This design comes from an exercise in tuning for small area, a short achievable clock period and few clock cycles per item on the open sky130 flow, not from production work. The RTL was checked by simulation tests, not by an equivalence proof against the original design.

## build 10
==> flow/design.v (excerpt) <==
module ct_meas (
    input  wire        clk,
    input  wire        rst,         
    input  wire        start,       
    input  wire        mode,        
    input  wire [1:0]  chan,        
    input  wire [15:0] raw,         
    output reg         ready,
    output reg         done,
    output reg         accept,
    output reg  [1:0]  chan_next,
    output wire [34:0] ohms,
    output wire [15:0] vmv,
    output wire [27:0] digits,      
    output reg         alert
);
    localparam [1:0] F_IDLE  = 2'd0,
                     F_NODIV = 2'd1,
                     F_DIV   = 2'd2;
    localparam [26:0] VDIV = 27'd48904255;     
    reg [1:0]  state;
    reg [15:0] s;
    reg [1:0]  ch;
    reg        md;
    reg        slo, shi;       
    reg [26:0] rem;            
    reg [4:0]  cnt;            
    reg        step1, step2;   
    reg [1:0]  xb;             
    reg [1:0]  qd;             
    reg [34:0] q;
  ...
clock: 10.0 ns
lec_check: 0
cap_margin: 20
core_margin: 2
core_utilization: 60
cts_buf_list: sky130_fd_sc_hd__clkbuf_4 sky130_fd_sc_hd__clkbuf_8
place_density: 0.65
setup_slack_margin: 5
slew_margin: 20
standard.sh (not shown) runs the stock make flow with config.mk's settings and CLKGATE_MAP_FILE= SYNTH_SCRIPT=/design/flow/synth_recipe.tcl, a recipe that flattens the netlist after the stock synthesis.
==> flow/flow/run.sh <==
#!/bin/bash
# Own flow: the standard layout (standard synthesis unchanged), with
# - port buffers of a plain buffer cell (every port still gets one).
set -euo pipefail
MARGIN=$(cat flow/margin.txt)
PORTBUF=$(cat flow/portbuf.txt)
bash standard.sh SETUP_SLACK_MARGIN="$MARGIN" "BUFFER_PORTS_ARGS=-buffer_cell $PORTBUF" finish > flow_standard.log 2>&1
==> flow/flow/margin.txt <==
6.0
==> flow/flow/portbuf.txt <==
sky130_fd_sc_hd__buf_2
No stage failed in build 10, and the final checks on the layout all came back clean.
Testbench counts of build 10, summed over its fixed seeds: cycles 14,789, items 2,048.
What build 68 does differently from build 10 at the input level:
==> flow/flow/margin.txt <==
5.5
==> comparison <==
- | post-layout minimum cycle time | build 68 vs build 10 | better |
- Going from build 10 to build 68, post-layout instance area now smaller; non-clock buffer count down 12%; die area stayed essentially flat; number of cells upsized or downsized after cts now smaller.
- On hold slack, build 10 and build 68 are neck and neck.
- Max worst slew slack as a fraction of its limit across build 10 and build 68: build 68
- In the flow results for build 10 and build 68, the register share of the cell area is smaller on build 10.
Edits applied to the flow inputs when going from build 68 to build 13:
==> flow/flow/margin.txt <==
5.0
[summary]
Comparing build 13 with build 68, the longest individual stage delay on the worst path came out essentially unchanged.
Status: clock insertion delay at the later pin of the skew report parity (build 68, build 13)
Build 13 vs build 68 — largest net degree at the start of global routing climbed slightly
In build 13 relative to build 68, met2 wire length had gone down by a few percent.
Diff build 68 -> build 13: sequential fraction of total cell area picked up an extra 0.34 points.
Changes observed in build 13 relative to build 68: final critical-path share of the clock period increased by 1.2 points relative to the old numbers, worst hold margin did not really move.
### build 13 -> build 72
==> flow/flow/margin.txt <==
4.5
Findings:
Total routing resource utilization after global routing down 0.87 points in build 72 wrt build 13. Compared with build 13, in build 72 design area went down by about 0.6%; sequential share of layout area held. Build 72 gives less met2 track demand over resource in global routing than build 13 did. Non-clock buffering overhead in the final layout: build 72 vs build 13 down 0.42 points. Build 72 vs build 13: combined area of the multi-input logic cells down. Build 72: worst setup slack is 270 ps lower than what build 13 reported.


== rev 12 ==
ct_meas, a different RTL version from the one above (not shown whole).
Size: roughly 140 flip-flops.
Settings: LEC_CHECK=0, CAP_MARGIN=20, CORE_MARGIN=2, CORE_UTILIZATION=40, SETUP_SLACK_MARGIN=5, SLEW_MARGIN=20; clock period 10.0 ns.
==> flow/flow/margin.txt <==
7
Scripts as last shown in full above: flow/flow/run.sh, flow/flow/portbuf.txt
Testbench counts of rev 12, summed over its fixed seeds: cycles 30,778, items 2,048.
diff inputs: rev 12 => rev 13
==> flow/flow/run.sh <==
#!/bin/bash
set -euo pipefail
MARGIN=$(cat flow/margin.txt)
bash standard.sh SETUP_SLACK_MARGIN="$MARGIN" finish > flow_standard.log 2>&1
==> flow/flow/margin.txt <==
6.5
removed: flow/flow/portbuf.txt
==> run notes <==
- Taking rev 12 as the reference, in rev 13 shortest clock period the worst path allows after layout shows an increase of 10 ps, worst relative slew slack now sits higher.
- Rev 13 vs. rev 12: worst setup slack went down by 10 ps.
- Sort rev 12 and rev 13 by area growth from synthesis to layout desc -> top: rev 12
- [compare] base=rev 12 new=rev 13: global routing met2 resource utilization now smaller.
- Rev 13 vs rev 12, final cell count went down by 94.
- Result for rev 12 and rev 13: all clean
- Rev 13 against rev 12: fraction of the cycle the final worst path needs held steady; overall routed net length shrank by 8.0%; clock skew shrank by 4.6 ps.


== job 5327 ==
The RTL this note starts from:
==> flow/design.v <==
module ct_meas (
    input  wire        clk,
    input  wire        rst,         
    input  wire        start,       
    input  wire        mode,        
    input  wire [1:0]  chan,        
    input  wire [15:0] raw,         
    output reg         ready,
    output reg         done,
    output reg         accept,
    output reg  [1:0]  chan_next,
    output wire [34:0] ohms,
    output wire [15:0] vmv,
    output wire [27:0] digits,      
    output reg         alert
);
    localparam [1:0] F_IDLE  = 2'd0,
                     F_NODIV = 2'd1,
                     F_DIV   = 2'd2;
    localparam [26:0] VDIV = 27'd48904255;     
    reg [1:0]  state;
    reg [15:0] s;
    reg [1:0]  ch;
    reg        md;
    reg        slo, shi;       
    reg [26:0] rem;            
    reg [5:0]  cnt;            
    reg        step1, step2;   
    reg        xb;             
    reg        qd;             
    reg [34:0] q;
    reg [27:0] bcd;
    reg        fin;            
    reg        b_md, b_neg, b_acc, b_al;
    reg [1:0]  b_ch, b_cn;
    reg        vneg;           
    reg [6:0]  dfix;           
    wire neg  = s[15];
    wire b_vpos = b_md && !b_neg;    
    wire last = (cnt == 6'd1);
    assign ohms   = q;
    assign vmv    = q[15:0] ^ {16{vneg}};
    genvar g;
    generate
        for (g = 0; g < 7; g = g + 1) begin : dout
            assign digits[4*g +: 4] = dfix[g] ? bcd[4*g +: 4] - 4'd6 : bcd[4*g +: 4];
        end
    endgenerate
    wire take = start && ready;
    wire signed [15:0] sraw = raw;
    wire in_lo  = (sraw <= 16'sd8000);
    wire in_hi  = (sraw >= 16'sd24000);
    wire in_pos = !raw[15] && (raw != 16'd0);
    wire in_acc = (!in_lo && !in_hi) || (chan == 2'd3 && in_lo) ||
                  (chan == 2'd0 && in_hi);
    wire in_nodiv = !mode && (!in_acc || !in_pos);
    wire [1:0] lsel = raw[14] ? 2'd3 : (raw[13] || chan != 2'd3) ? 2'd2 :
                      raw[12] ? 2'd1 : 2'd0;
    reg [15:0] r_init;
    reg [5:0]  k_init;
    reg        x_init;
    always @(*) begin
        case ({chan, lsel})
            {2'd0, 2'd3}: begin r_init = 16'd15776; k_init = 6'd12; x_init = 1'b0; end
            {2'd0, 2'd2}: begin r_init = 16'd7888; k_init = 6'd13; x_init = 1'b0; end
            {2'd1, 2'd3}: begin r_init = 16'd9750; k_init = 6'd16; x_init = 1'b0; end
            {2'd1, 2'd2}: begin r_init = 16'd4875; k_init = 6'd17; x_init = 1'b0; end
            {2'd2, 2'd3}: begin r_init = 16'd12500; k_init = 6'd19; x_init = 1'b0; end
            {2'd2, 2'd2}: begin r_init = 16'd6250; k_init = 6'd20; x_init = 1'b0; end
            {2'd3, 2'd3}: begin r_init = 16'd10437; k_init = 6'd22; x_init = 1'b1; end
            {2'd3, 2'd2}: begin r_init = 16'd5218; k_init = 6'd23; x_init = 1'b1; end
            {2'd3, 2'd1}: begin r_init = 16'd2609; k_init = 6'd24; x_init = 1'b0; end
            {2'd3, 2'd0}: begin r_init = 16'd0; k_init = 6'd36; x_init = 1'b1; end
            default: begin r_init = 16'bx; k_init = 6'bx; x_init = 1'bx; end
        endcase
    end
    wire [26:0] rem_init = mode ? {1'b0, {raw, 10'd746} ^ {26{raw[15]}}} : {11'd0, r_init};
    wire [5:0]  cnt_init = mode ? (raw[15] ? 6'd16 : 6'd15) : k_init;
    wire        xb_init  = mode ? raw[15] : x_init;
    wire       acc_i = md || (!slo && !shi) || (ch == 2'd3 && slo) ||
                       (ch == 2'd0 && shi);
    wire [1:0] cn_i  = (md || acc_i) ? ch : slo ? ch + 2'd1 : ch - 2'd1;
    reg [19:0] kc;
    always @(*) begin
        case (ch)
            2'd0:    kc = 20'd986;
            2'd1:    kc = 20'd9750;
            2'd2:    kc = 20'd100000;
            default: kc = 20'd668000;
        endcase
    end
    wire [3:0]  vidx  = cnt[3:0] - (neg ? 4'd3 : 4'd2);
    wire [14:0] vtail = neg ? 15'd25600 : 15'd8192;
    wire [5:0]  kidx  = cnt - 6'd18;
    wire        xb_nx = take ? xb_init :
                        md ? (cnt >= (neg ? 6'd3 : 6'd2) && vtail[vidx])
                           : (cnt >= 6'd18 && kc[kidx[4:0]]);
    wire        sgn   = rem[26];
    wire [26:0] t     = {rem[25:0], xb};
    wire [26:0] dvs   = md ? VDIV : {11'd0, s};
    wire [27:0] ad_w  = {t, 1'b1} + {dvs ^ {27{!sgn}}, !sgn};    
    wire [26:0] rem_n = ad_w[27:1];
    wire        qb    = !rem_n[26];
    reg [27:0] bcd_adj;
    reg [3:0]  dd;
    integer i;
    always @(*) begin
        for (i = 0; i < 7; i = i + 1) begin
            dd = bcd[4*i +: 4];
            bcd_adj[4*i+3] = dd[3] | (dd[2] & dd[1]) | (dd[2] & dd[0]);
            bcd_adj[4*i+2] = (dd[3] & dd[0]) | (dd[2] & !dd[1] & !dd[0]);
            bcd_adj[4*i+1] = (dd[3] & !dd[0]) | (!dd[2] & dd[1]) | (dd[1] & dd[0]);
            bcd_adj[4*i+0] = (dd[3] & !dd[0]) | (!dd[3] & !dd[2] & dd[0]) |
                             (dd[2] & dd[1] & !dd[0]);
        end
    end
    reg [19:0] kneg;
    always @(*) begin
        case ({b_md, b_ch})
            3'd0:    kneg = 20'd1047590;  
            3'd1:    kneg = 20'd1038826;  
            3'd2:    kneg = 20'd948576;   
            3'd3:    kneg = 20'd380576;   
            default: kneg = 20'd0;
        endcase
    end
    wire [21:0] lo_w  = {1'b0, q[19:0], 1'b1} + {1'b0, kneg, !b_md && qd};
    wire [20:0] lo_s  = lo_w[21:1];
    wire [14:0] hi_m1 = q[34:20] - 15'd1;
    wire [34:0] q_cor = {(!b_md && !lo_s[20]) ? hi_m1 : q[34:20], lo_s[19:0]};
    reg [27:0] kb6;
    always @(*) begin
        case ({b_md, b_ch})
            3'd0:    kb6 = 28'hFFFF67A;    
            3'd1:    kb6 = 28'hFFF68B6;    
            3'd2:    kb6 = 28'hFF66666;    
            3'd3:    kb6 = 28'hF998666;    
            default: kb6 = 28'h6666666;
        endcase
    end
    wire [29:0] bc_w  = {1'b0, bcd, 1'b1} + {1'b0, kb6, b_md ? b_neg : qd};
    wire [27:0] xs    = bc_w[28:1];
    wire [6:0]  dcy;
    generate
        for (g = 0; g < 6; g = g + 1) begin : dcarry
            assign dcy[g] = xs[4*g+4] ^ bcd[4*g+4] ^ kb6[4*g+4];
        end
    endgenerate
    assign dcy[6] = bc_w[29];
    always @(posedge clk) begin
        if (take) begin
            s   <= raw;
            ch  <= chan;
            md  <= mode;
            slo <= in_lo;
            shi <= in_hi;
        end
        rem   <= take ? rem_init : rem_n;
        cnt   <= take ? cnt_init : cnt - 6'd1;
        xb    <= xb_nx;
        qd    <= qb;
        step1 <= take && !in_nodiv;
        step2 <= step1;
        if (state != F_IDLE && (step1 || state == F_NODIV)) begin
            b_md  <= md;
            b_neg <= neg;
            b_ch  <= ch;
            b_acc <= acc_i;
            b_cn  <= cn_i;
            b_al  <= !md && ch == 2'd0 && !neg && s >= 16'd30295;
        end
        dfix      <= b_vpos ? 7'd0 : ~dcy;
        accept    <= b_acc;
        chan_next <= b_cn;
        vneg      <= b_md && b_neg;
        alert     <= b_al;
        if (fin && !b_vpos) begin
            q   <= q_cor;
            bcd <= xs;
        end else if (step2) begin
            q   <= {34'd0, qd};
            bcd <= {27'd0, qd};
        end else begin
            q   <= {q[33:0], qd};
            bcd <= {bcd_adj[26:0], qd};
        end
        if (rst) begin
            state <= F_IDLE;
            fin   <= 1'b0;
            done  <= 1'b0;
            ready <= 1'b1;
        end else begin
            ready <= take ? in_nodiv : (state != F_DIV || cnt <= 6'd2);
            done <= fin;
            fin  <= (state == F_NODIV) || (state == F_DIV && last);
            if (take)
                state <= in_nodiv ? F_NODIV : F_DIV;
            else if (state != F_DIV || last)
                state <= F_IDLE;
        end
    end
endmodule
==> flow/config.mk <==
export PLATFORM = sky130hd
export DESIGN_NAME = ct_meas
export DESIGN_NICKNAME = ct_meas
export VERILOG_FILES = /design/flow/design.v
export SDC_FILE = /design/flow/constraint.sdc
export NUM_CORES = 4
export LEC_CHECK = 0
export CAP_MARGIN = 20
export CORE_MARGIN = 2
export CORE_UTILIZATION = 40
export CTS_BUF_LIST = sky130_fd_sc_hd__clkbuf_4 sky130_fd_sc_hd__clkbuf_8
export SETUP_SLACK_MARGIN = 5
export SLEW_MARGIN = 20
==> flow/constraint.sdc <==
create_clock -name core_clock -period 10.0 [get_ports {clk}]
set_input_delay 2.0000 -clock core_clock [delete_from_list [all_inputs] [get_ports {clk}]]
set_output_delay 2.0000 -clock core_clock [all_outputs]
set_load 0.01 [all_outputs]
==> flow/flow/run.sh <==
#!/bin/bash
# Own flow: the standard layout (standard synthesis unchanged), with
# - port buffers of a plain buffer cell (every port still gets one).
set -euo pipefail
MARGIN=$(cat flow/margin.txt)
PORTBUF=$(cat flow/portbuf.txt)
bash standard.sh SETUP_SLACK_MARGIN="$MARGIN" "BUFFER_PORTS_ARGS=-buffer_cell $PORTBUF" finish > flow_standard.log 2>&1
==> flow/flow/margin.txt <==
6.25
==> flow/flow/portbuf.txt <==
sky130_fd_sc_hd__buf_2
Job 5327: done, clean on timing, DRC and antenna
Testbench counts of job 5327, summed over its fixed seeds: cycles 29,389, items 2,048.
Edits applied to the flow inputs when going from job 5327 to job 9683:
- a deleted CTS_BUF_LIST that had been sky130_fd_sc_hd__clkbuf_4 sky130_fd_sc_hd__clkbuf_8
==> flow/flow/margin.txt <==
6.5
[summary]
Job 9683 vs. job 5327: number of DRC violations after detailed-routing iteration 0 went up by about 30%, total global routing track utilization went up by 2.0 points, utilization went up by 6.0 points, first-pass GRT wire length went up by 4500 µm.
--- input diff job 9683..job 7874 ---
==> flow/flow/margin.txt <==
6.0
## What came out
- Run comparison: job 7874 endpoint of the most critical setup path digits[3]; job 9683 endpoint of the most critical setup path bcd[1]
- Job 7874 vs job 9683 — detailed-routing wirelength on met1 dropped by a few percent
- Looking at cell with the biggest individual delay on the critical path, the sky130_fd_sc_hd__dfxtp_1 result is from job 7874; the sky130_fd_sc_hd__dfxtp_4 one comes from job 9683.
- Job 9683 → job 7874: cell area reported after detailed placement has remained practically unchanged.
- Changes observed in job 7874 relative to job 9683: timing-limited maximum frequency now sits lower; critical path depth shows a reduction of 23; worst path arrival time decreased by 2.24 ns relative to the old numbers.
- The run showing the smaller global-route track usage on met1 is job 7874.

[afterwards: timing with drivers on the ports]
No port has a modelled driver above. Below, the same layouts with a new extraction and two added sets of constraints.
Step 1 sets driving cells, clkbuf_16 on the clock port and buf_2 on the other inputs (assumed; they add their load-dependent delay and slew).
Step 2 times the ports against the registers' clock, not the clock port: input delays grow and output delays shrink by t, the midpoint of the rising clock arrivals with the driver on.
Three values: ideal, step 1, step 2; two values: the first two.
| run | t, ns | slack for setup (ns) | worst setup path after step 2 | worst data-port slew with drivers (ns) |
|---|---|---|---|---|
| build 10 | 0.516 | 4.640 / 4.640 / 4.640 | register to register | 0.04 |
| build 68 | 0.510 | 4.762 / 4.762 / 4.762 | register to register | 0.03 |
| build 13 | 0.517 | 4.640 / 4.640 / 4.640 | register to register | 0.04 |
| build 72 | 0.505 | 4.367 / 4.367 / 4.367 | register to register | 0.03 |
| rev 12 | 0.472 | 6.320 / 6.320 / 6.272 | input to register | 0.03 |
| rev 13 | 0.473 | 6.310 / 6.310 / 6.198 | input to register | 0.03 |
| job 5327 | 0.494 | 6.303 / 6.267 / 5.773 | input to register | 0.16 |
| job 9683 | 0.476 | 6.214 / 6.214 / 5.808 | input to register | 0.12 |
| job 7874 | 0.471 | 6.123 / 6.074 / 5.707 | input to register | 0.05 |
After both steps setup and hold are still met in every run listed. The setup slack of job 5327, which loses most, moves by -0.036 ns with the drivers and by -0.530 ns with both steps.
